From an optimization exercise on the open Yosys and OpenROAD flow, aimed at small area, a short achievable clock period and few clock cycles per item; shortcuts taken in it are not production practice. RTL that was checked went through simulation tests only; none was proved equivalent to the original. The clock port is modelled as an ideal driver, which makes a skipped or thinned clock tree look cheaper than it is; a real chip needs a root buffer or a tree. Power figures rest on the tool's default switching activity, not on a simulated workload.

Design glyph_rounder, start of the top module:
module glyph_rounder (
    input  wire       clk,
    input  wire       rst,         
    input  wire       in_valid,
    output wire       in_ready,
    input  wire [7:0] in_data,
    output wire       out_valid,
    input  wire       out_ready,
    output wire [7:0] out_data
);
    reg [7:0] a [0:8];
    reg [6:0] up;
    reg [2:0] rcv;           
    reg       a0v;           
    reg [2:0] j;             
    reg       pend;          
    reg       newrow;        
    reg       l7;            
    reg [2:0] pcr;           
    reg [5:0] rem;           
    reg       inv_a;         
    reg       inv_b;         
    reg [7:0] obuf, skid;
    reg       ov, sv;
    reg       rdy;           
    assign in_ready  = rdy;
    assign out_valid = ov;
    assign out_data  = obuf;
    wire upper    = pend & ~sv;                 
    wire lower    = a0v & (~pend | ~sv);        
    wire rdy_i    = ~a0v | ~pend | ~sv;         
    wire [2:0] kin = rcv - {2'd0, a0v};         
    wire complete = lower & (rcv == 3'd0);      
    wire top      = (j == 3'd0);
    wire bot      = (j == 3'd7);
    wire [6:0] b0  = a[0][6:0];
    wire       s1  = b0[0] ^ b0[1] ^ b0[2];
    wire       c1  = (b0[0] & b0[1]) | (b0[0] & b0[2]) | (b0[1] & b0[2]);
    wire       s2  = b0[3] ^ b0[4] ^ b0[5];
  ...
For scale: ~410 cells after synthesis, roughly 22 I/O pins.
==> flow/config.mk <==
export PLATFORM = sky130hd
export DESIGN_NAME = glyph_rounder
export DESIGN_NICKNAME = glyph_rounder
export VERILOG_FILES = /design/flow/design.v
export SDC_FILE = /design/flow/constraint.sdc
export NUM_CORES = 4
export LEC_CHECK = 0
export ABC_AREA = 1
export CAP_MARGIN = 20
export CORE_MARGIN = 2
export CORE_UTILIZATION = 40
export PLACE_DENSITY = 0.6
export SETUP_SLACK_MARGIN = 5.0
export SLEW_MARGIN = 20
export SYNTH_HIERARCHICAL = 1
export SYNTH_MINIMUM_KEEP_SIZE = 0
==> flow/constraint.sdc <==
create_clock -name core_clock -period 8.0 [get_ports {clk}]
set_input_delay 1.6000 -clock core_clock [delete_from_list [all_inputs] [get_ports {clk}]]
set_output_delay 1.6000 -clock core_clock [all_outputs]
set_load 0.01 [all_outputs]
standard.sh (not shown) runs the stock make flow with config.mk's settings and CLKGATE_MAP_FILE= SYNTH_SCRIPT=/design/flow/synth_recipe.tcl, a recipe that flattens the netlist after the stock synthesis.
==> flow/flow/run.sh <==
#!/bin/bash
# Standard ORFS layout (the standard.sh) with these changes:
#  - port buffers of sky130_fd_sc_hd__buf_2,
#  - a tighter repair_timing target (SETUP_SLACK_MARGIN),
#  - the clock tree built by flow/mcts.tcl: the clock port drives four
#    clkbuf_16, each driving the clock pins of one quarter of the registers.
# Make's output goes to flow_make.log; each ORFS step keeps its own log
# under orfs/logs/.
set -euo pipefail
here=$(pwd)
export MCTS_K=4
export MCTS_BUF=sky130_fd_sc_hd__clkbuf_16
bash standard.sh finish \
    "BUFFER_PORTS_ARGS=-buffer_cell sky130_fd_sc_hd__buf_2" \
    SETUP_SLACK_MARGIN=5.68 \
    "PRE_CTS_TCL=$here/flow/pre_cts.tcl" \
    > flow_make.log 2>&1
Other scripts of this flow, unchanged in this note and not shown: flow/flow/mcts.tcl, flow/flow/pre_cts.tcl
The first run completed with no timing, DRC or antenna violations.
Change:
--- a/flow/flow/run.sh
+++ b/flow/flow/run.sh
@@ -14,3 +14,3 @@
     "BUFFER_PORTS_ARGS=-buffer_cell sky130_fd_sc_hd__buf_2" \
-    SETUP_SLACK_MARGIN=5.68 \
+    SETUP_SLACK_MARGIN=5.7 \
     "PRE_CTS_TCL=$here/flow/pre_cts.tcl" \
Outcome:
- The changed run went through all stages and came out clean
- global-route usage drops by 1.1 points
- cell area is unchanged
- core utilization does not change
- worst hold slack loses 0.0031 ns
- routed wire length drops by 5.1%
- via count climbs by 0.84%
- clock power hardly moves
- synthesized area does not change
- power barely changes
No functional check of the RTL was part of any run of this note. No run of this note takes its clock network from TritonCTS; it comes from the design's own scripts or RTL.

* * *

== zinc ==
glyph_rounder, a different RTL version from the one above (not shown whole).
For scale: ~410 cells after synthesis, about 120 flip-flops.
==> flow/config.mk <==
export PLATFORM = sky130hd
export DESIGN_NAME = glyph_rounder
export DESIGN_NICKNAME = glyph_rounder
export VERILOG_FILES = /design/flow/design.v
export SDC_FILE = /design/flow/constraint.sdc
export NUM_CORES = 4
export LEC_CHECK = 0
export ABC_AREA = 1
export CAP_MARGIN = 20
export CORE_MARGIN = 2
export CORE_UTILIZATION = 40
export PLACE_DENSITY = 0.6
export SETUP_SLACK_MARGIN = 5.0
export SLEW_MARGIN = 20
export SYNTH_HIERARCHICAL = 1
export SYNTH_MINIMUM_KEEP_SIZE = 0
==> flow/constraint.sdc <==
create_clock -name core_clock -period 8.0 [get_ports {clk}]
set_input_delay 1.6000 -clock core_clock [delete_from_list [all_inputs] [get_ports {clk}]]
set_output_delay 1.6000 -clock core_clock [all_outputs]
set_load 0.01 [all_outputs]
==> flow/flow/run.sh <==
#!/bin/bash
# Standard ORFS layout (the standard.sh) with these changes:
#  - port buffers of sky130_fd_sc_hd__buf_2,
#  - a tighter repair_timing target (SETUP_SLACK_MARGIN),
#  - the clock tree built by flow/mcts.tcl: the clock port drives four
#    clkbuf_16, each driving the clock pins of one quarter of the registers.
# Make's output goes to flow_make.log; each ORFS step keeps its own log
# under orfs/logs/.
set -euo pipefail
here=$(pwd)
export MCTS_K=4
export MCTS_BUF=sky130_fd_sc_hd__clkbuf_16
bash standard.sh finish \
    "BUFFER_PORTS_ARGS=-buffer_cell sky130_fd_sc_hd__buf_2" \
    SETUP_SLACK_MARGIN=5.68 \
    "PRE_CTS_TCL=$here/flow/pre_cts.tcl" \
    > flow_make.log 2>&1
Other scripts of this flow, unchanged in this note and not shown: flow/flow/mcts.tcl, flow/flow/pre_cts.tcl
zinc ended with every stage complete and zero timing, DRC or antenna violations.
Testbench counts of zinc, summed over its fixed seeds: cycles 25,680, items 3,200.
The inputs of pepper differ from those of zinc as listed below.
--- a/flow/flow/run.sh
+++ b/flow/flow/run.sh
@@ -1,5 +1,5 @@
 #!/bin/bash
 # Standard ORFS layout (the standard.sh) with these changes:
-#  - port buffers of sky130_fd_sc_hd__buf_2,
+#  - port buffers of sky130_fd_sc_hd__buf_4,
 #  - a tighter repair_timing target (SETUP_SLACK_MARGIN),
 #  - the clock tree built by flow/mcts.tcl: the clock port drives four
@@ -12,6 +12,6 @@
 export MCTS_BUF=sky130_fd_sc_hd__clkbuf_16
 bash standard.sh finish \
-    "BUFFER_PORTS_ARGS=-buffer_cell sky130_fd_sc_hd__buf_2" \
-    SETUP_SLACK_MARGIN=5.68 \
+    "BUFFER_PORTS_ARGS=-buffer_cell sky130_fd_sc_hd__buf_4" \
+    SETUP_SLACK_MARGIN=5.7 \
     "PRE_CTS_TCL=$here/flow/pre_cts.tcl" \
     > flow_make.log 2>&1
## What came out
- pepper closes out successfully: all stages finished, all timing, DRC and antenna checks passed.
- The routed wire length per instance of pepper exceeds that of zinc by 0.98%.
- In pepper, the power per cell area came out about 0.7% below the value in zinc.
- pepper vs zinc, capturing instance or port of the critical path: out_data[6] vs out_data[0]
- Side by side, final area turned out higher in pepper than in zinc.
### pepper -> nickel
- CORE_UTILIZATION now 30, was 40
- PLACE_DENSITY now 0.5, was 0.6
--- a/flow/flow/run.sh
+++ b/flow/flow/run.sh
@@ -1,5 +1,5 @@
 #!/bin/bash
 # Standard ORFS layout (the standard.sh) with these changes:
-#  - port buffers of sky130_fd_sc_hd__buf_4,
+#  - port buffers of sky130_fd_sc_hd__buf_2,
 #  - a tighter repair_timing target (SETUP_SLACK_MARGIN),
 #  - the clock tree built by flow/mcts.tcl: the clock port drives four
@@ -12,6 +12,6 @@
 export MCTS_BUF=sky130_fd_sc_hd__clkbuf_16
 bash standard.sh finish \
-    "BUFFER_PORTS_ARGS=-buffer_cell sky130_fd_sc_hd__buf_4" \
-    SETUP_SLACK_MARGIN=5.7 \
+    "BUFFER_PORTS_ARGS=-buffer_cell sky130_fd_sc_hd__buf_2" \
+    SETUP_SLACK_MARGIN=5.68 \
     "PRE_CTS_TCL=$here/flow/pre_cts.tcl" \
     > flow_make.log 2>&1
Findings:
nickel was carried through to the last stage, and its layout satisfied the timing, design-rule and antenna checks. Against pepper, nickel comes in 0.89% higher on multi-input logic cell count. Relative to pepper, the final worst-path cycle share of nickel is lower by 0.34 points. Clock power of pepper is on par with nickel. pepper has lower share of layout cells above drive strength 1 than nickel. nickel vs pepper — maximum clock frequency climbed slightly. Relative to pepper, tapcell count has gone up in nickel. Per the comparison of nickel with pepper, detailed-routing wirelength on met1 went up by 220 um; post-detailed-routing wire length went up by about 8%.
#### Input delta (maple over nickel)
- CORE_UTILIZATION changed from 30 to 40
- PLACE_DENSITY changed from 0.5 to 0.6
--- a/flow/flow/run.sh
+++ b/flow/flow/run.sh
@@ -13,5 +13,5 @@
 bash standard.sh finish \
     "BUFFER_PORTS_ARGS=-buffer_cell sky130_fd_sc_hd__buf_2" \
-    SETUP_SLACK_MARGIN=5.68 \
+    SETUP_SLACK_MARGIN=5.8 \
     "PRE_CTS_TCL=$here/flow/pre_cts.tcl" \
     > flow_make.log 2>&1
Findings:
Power share of the combinational group: lower on nickel
Cmp nickel and maple / critical path arrival / higher: maple
Taking nickel as the reference point, the portion of total power attributed to the clock network of maple falls by 0.3 points.
Compared with nickel, tapcell count in maple decreased by more than a quarter.
maple — fraction of the core area covered by cells at the end of the flow 12 points higher, nickel as reference
From nickel to maple the numbers moved as follows: worst hold slack decreased 0.0060 ns; clock period minus worst slack went up 0.015 ns; actual transition at the worst max-transition pin climbed 0.0032 ns; cell depth of the worst flop-to-flop path shrank by 6; number of remaining DRC errors shows no meaningful change.
[inputs] ember vs maple
- CAP_MARGIN: 20 -> 5
- SLEW_MARGIN: 20 -> 5
--- a/flow/flow/run.sh
+++ b/flow/flow/run.sh
@@ -13,5 +13,5 @@
 bash standard.sh finish \
     "BUFFER_PORTS_ARGS=-buffer_cell sky130_fd_sc_hd__buf_2" \
-    SETUP_SLACK_MARGIN=5.8 \
+    SETUP_SLACK_MARGIN=5.7 \
     "PRE_CTS_TCL=$here/flow/pre_cts.tcl" \
     > flow_make.log 2>&1
~same maximum frequency in ember and maple
Going from maple to ember, met3 wire length grows by 21 um.
| footprint of the flip-flops and latches | ember vs maple | 0.37% lower |
Tightest hold margin came out higher on ember than on maple.
Number of cells after detailed placement across ember and maple: no real change.
No run of this note takes its clock network from TritonCTS; it comes from the design's own scripts or RTL.

* * *

The RTL this note starts from:
==> flow/design.v <==
module glyph_rounder (
    input  wire       clk,
    input  wire       rst,         
    input  wire       in_valid,
    output wire       in_ready,
    input  wire [7:0] in_data,
    output wire       out_valid,
    input  wire       out_ready,
    output wire [7:0] out_data
);
    reg [7:0] a [0:8];
    reg [6:0] up;
    reg [2:0] kin;           
    reg [2:0] j;             
    reg       pend;          
    reg       pre;           
    reg       newrow;        
    reg       pv;            
    reg [2:0] pcr;
    reg [5:0] acc;
    reg       inv_a;         
    reg       inv_b;         
    reg [7:0] obuf, skid;
    reg       ov, sv;
    reg       rdy;
    assign in_ready  = rdy;
    assign out_valid = ov;
    assign out_data  = obuf;
    wire adv      = pend ? ~sv : pre;           
    wire consume  = pend & ~sv;
    wire do_lower = in_valid & rdy;
    wire complete = do_lower & (kin == 3'd7);
    wire cdone    = ~pend | (j == 3'd7);        
    wire top      = (j == 3'd0);
    wire bot      = (j == 3'd7);
    wire [2:0] pc     = a[0][0] + a[0][1] + a[0][2] + a[0][3] +
                        a[0][4] + a[0][5] + a[0][6];
    wire       plast  = pv & (newrow ? (kin == 3'd1) : (kin == 3'd0));
    wire [5:0] tot    = acc + {3'd0, pcr};
    wire       inv_c  = (tot > 6'd28);
    wire       cnew   = plast & top;                
    wire       inv    = cnew ? inv_c : inv_a;
    wire [6:0] ctr = a[8][6:0];
    wire [8:0] hp  = {inv, ctr, inv};               
    wire [6:0] uu  = top ? {7{inv}} : up;
    wire [6:0] dd  = bot ? {7{inv}} : a[7][6:0];
    wire [6:0] cor = (hp[8:2] ^ hp[6:0]) & (uu ^ dd);
    wire [7:0] row_out = {a[8][7], (ctr & ~cor) | ({7{inv}} & cor)};
    wire [8:0] up_m, en;
    genvar gp;
    generate
        for (gp = 0; gp < 9; gp = gp + 1) begin : g_en
            assign up_m[gp] = adv & (gp > kin);
            assign en[gp]   = do_lower | up_m[gp];
        end
    endgenerate
    integer p;
    always @(posedge clk) begin
        if (en[0])
            a[0] <= in_data;
        for (p = 1; p < 9; p = p + 1)
            if (en[p])
                a[p] <= a[p - 1];
        if (adv)
            up <= ctr;
        pcr <= pc;
        if (plast && !(pend && top))
            inv_b <= inv_c;
        if (cnew)
            inv_a <= inv_c;
        else if (adv && cdone)
            inv_a <= plast ? inv_c : inv_b;
    end
    wire       take   = ov & out_ready;
    wire       ofree  = ~ov | take;
    wire [2:0] kin_n  = kin + {2'd0, do_lower};
    wire       pre_n  = (pre & ~(adv & cdone)) | complete;
    wire       pend_n = (adv & cdone) ? pre : pend;
    wire [2:0] j_n    = (adv & cdone) ? 3'd0 : j + {2'd0, adv};
    wire       sv_n   = ofree ? 1'b0 : (sv | consume);
    always @(posedge clk) begin
        if (ofree)
            obuf <= sv ? skid : row_out;
        else if (consume)
            skid <= row_out;
    end
    always @(posedge clk) begin
        if (rst) begin
            kin    <= 3'd0;
            j      <= 3'd0;
            pend   <= 1'b0;
            pre    <= 1'b0;
            newrow <= 1'b0;
            pv     <= 1'b0;
            acc    <= 6'd0;
            ov     <= 1'b0;
            sv     <= 1'b0;
            rdy    <= 1'b1;
        end else begin
            kin    <= kin_n;
            j      <= j_n;
            pend   <= pend_n;
            pre    <= pre_n;
            newrow <= do_lower;
            pv     <= newrow;
            if (plast)
                acc <= 6'd0;
            else if (pv)
                acc <= tot;
            ov     <= ofree ? (sv | consume) : 1'b1;
            sv     <= sv_n;
            rdy    <= ~pend_n | ~sv_n;
        end
    end
endmodule
==> flow/config.mk <==
export PLATFORM = sky130hd
export DESIGN_NAME = glyph_rounder
export DESIGN_NICKNAME = glyph_rounder
export VERILOG_FILES = /design/flow/design.v
export SDC_FILE = /design/flow/constraint.sdc
export NUM_CORES = 4
export LEC_CHECK = 0
export ABC_AREA = 1
export CAP_MARGIN = 20
export CORE_MARGIN = 2
export CORE_UTILIZATION = 40
export PLACE_DENSITY = 0.6
export SETUP_SLACK_MARGIN = 5.0
export SLEW_MARGIN = 20
==> flow/constraint.sdc <==
create_clock -name core_clock -period 8.0 [get_ports {clk}]
set_input_delay 1.6000 -clock core_clock [delete_from_list [all_inputs] [get_ports {clk}]]
set_output_delay 1.6000 -clock core_clock [all_outputs]
set_load 0.01 [all_outputs]
==> flow/flow/run.sh <==
#!/bin/bash
# Standard ORFS layout (the standard.sh) with a few extra make settings:
# port buffers of a chosen cell, the repair_timing target and clock tree
# options.  Make's output goes to flow_make.log; each ORFS step keeps its own
# log under orfs/logs/.
set -euo pipefail
bash standard.sh finish \
    "BUFFER_PORTS_ARGS=-buffer_cell sky130_fd_sc_hd__buf_2" \
    SETUP_SLACK_MARGIN=5.3 \
    "CTS_ARGS=-sink_clustering_enable -repair_clock_nets -buf_list sky130_fd_sc_hd__clkbuf_4 -root_buf sky130_fd_sc_hd__clkbuf_16" \
    > flow_make.log 2>&1
The baseline finished clean.
Testbench counts at the start, summed over its fixed seeds: cycles 25,680, items 3,200.
Next try:
--- a/flow/flow/run.sh
+++ b/flow/flow/run.sh
@@ -8,3 +8,3 @@
     "BUFFER_PORTS_ARGS=-buffer_cell sky130_fd_sc_hd__buf_2" \
-    SETUP_SLACK_MARGIN=5.3 \
+    SETUP_SLACK_MARGIN=5.6 \
     "CTS_ARGS=-sink_clustering_enable -repair_clock_nets -buf_list sky130_fd_sc_hd__clkbuf_4 -root_buf sky130_fd_sc_hd__clkbuf_16" \
- CORE_UTILIZATION: 40 -> 65
- PLACE_DENSITY: 0.6 -> 0.75
Outcome: Non-clock buffer count climbs by 4; routed wire length climbs by roughly a tenth; synthesized cell count stays the same.
Next try:
--- a/flow/flow/run.sh
+++ b/flow/flow/run.sh
@@ -8,3 +8,3 @@
     "BUFFER_PORTS_ARGS=-buffer_cell sky130_fd_sc_hd__buf_2" \
-    SETUP_SLACK_MARGIN=5.6 \
+    SETUP_SLACK_MARGIN=5.45 \
     "CTS_ARGS=-sink_clustering_enable -repair_clock_nets -buf_list sky130_fd_sc_hd__clkbuf_4 -root_buf sky130_fd_sc_hd__clkbuf_16" \
- CORE_UTILIZATION: 65 -> 40
- PLACE_DENSITY: 0.75 -> 0.6
After rerunning: The new run produced a clean layout; worst setup slack improved by 24 ps; via count fell by about 5%; power rose by 3.3%; register-to-register slack improved by 70 ps; sequential share of layout area fell by 0.19 points; routed wire length fell by about 9%; global-route usage fell by 9.1 points; fmax rose by 0.97%; design area is about the same; sequential cell count does not change; worst hold slack barely changes.
Next try:
--- a/flow/flow/run.sh
+++ b/flow/flow/run.sh
@@ -8,3 +8,3 @@
     "BUFFER_PORTS_ARGS=-buffer_cell sky130_fd_sc_hd__buf_2" \
-    SETUP_SLACK_MARGIN=5.45 \
+    SETUP_SLACK_MARGIN=5.6 \
     "CTS_ARGS=-sink_clustering_enable -repair_clock_nets -buf_list sky130_fd_sc_hd__clkbuf_4 -root_buf sky130_fd_sc_hd__clkbuf_16" \
Effect: Hold slack gains 13 ps; die area does not change; via count went up by about 4%; wire length went up by 2.4%; non-clock buffer count went up by 4; final area barely changes; total power went down by 5.7%.

[afterwards: timing with drivers on the ports]
No port has a modelled driver above. Below, the same layouts with a new extraction and two added sets of constraints.
Step 1 assumes that a clkbuf_16 drives the clock port and a buf_2 every other input.
Step 2 adds t to the input delays and takes it off the output delays; t is the mean of the earliest and latest rising clock arrival at the registers after step 1. Input paths then give back, and output paths get back, about the clock's delay inside the block.
Slacks: no drivers / after step 1 / after step 2; pairs: no drivers / after step 1.
run | t, ns | setup WS [ns] | worst setup path at the end | latest minus earliest clock arrival (ns) | cell pins on the clock port's net
the first run of note 1 | 0.241 | 5.640 / 5.562 / 5.563 | input to register | 0.009 / 0.009 | 4
the second run of note 1 | 0.238 | 5.706 / 5.632 / 5.592 | input to register | 0.017 / 0.016 | 4
zinc | 0.244 | 5.711 / 5.633 / 5.555 | input to register | 0.011 / 0.010 | 4
pepper | 0.240 | 5.688 / 5.612 / 5.576 | input to register | 0.014 / 0.015 | 4
nickel | 0.242 | 5.716 / 5.639 / 5.574 | input to register | 0.009 / 0.008 | 4
maple | 0.242 | 5.701 / 5.626 / 5.612 | input to register | 0.018 / 0.017 | 4
ember | 0.246 | 5.700 / 5.619 / 5.569 | input to register | 0.009 / 0.008 | 4
the first run of note 3 | 0.388 | 5.386 / 5.398 / 5.011 | input to register | 0.016 / 0.015 | 1
the second run of note 3 | 0.385 | 5.483 / 5.483 / 5.358 | input to register | 0.018 / 0.018 | 1
the third run of note 3 | 0.386 | 5.507 / 5.471 / 5.273 | input to register | 0.015 / 0.015 | 1
the fourth run of note 3 | 0.393 | 5.493 / 5.458 / 5.365 | input to register | 0.017 / 0.017 | 1
After both steps every run listed still meets setup and hold. The setup slack of the first run of note 3, which loses most, moves by +0.012 ns with the drivers and by -0.375 ns with both steps.
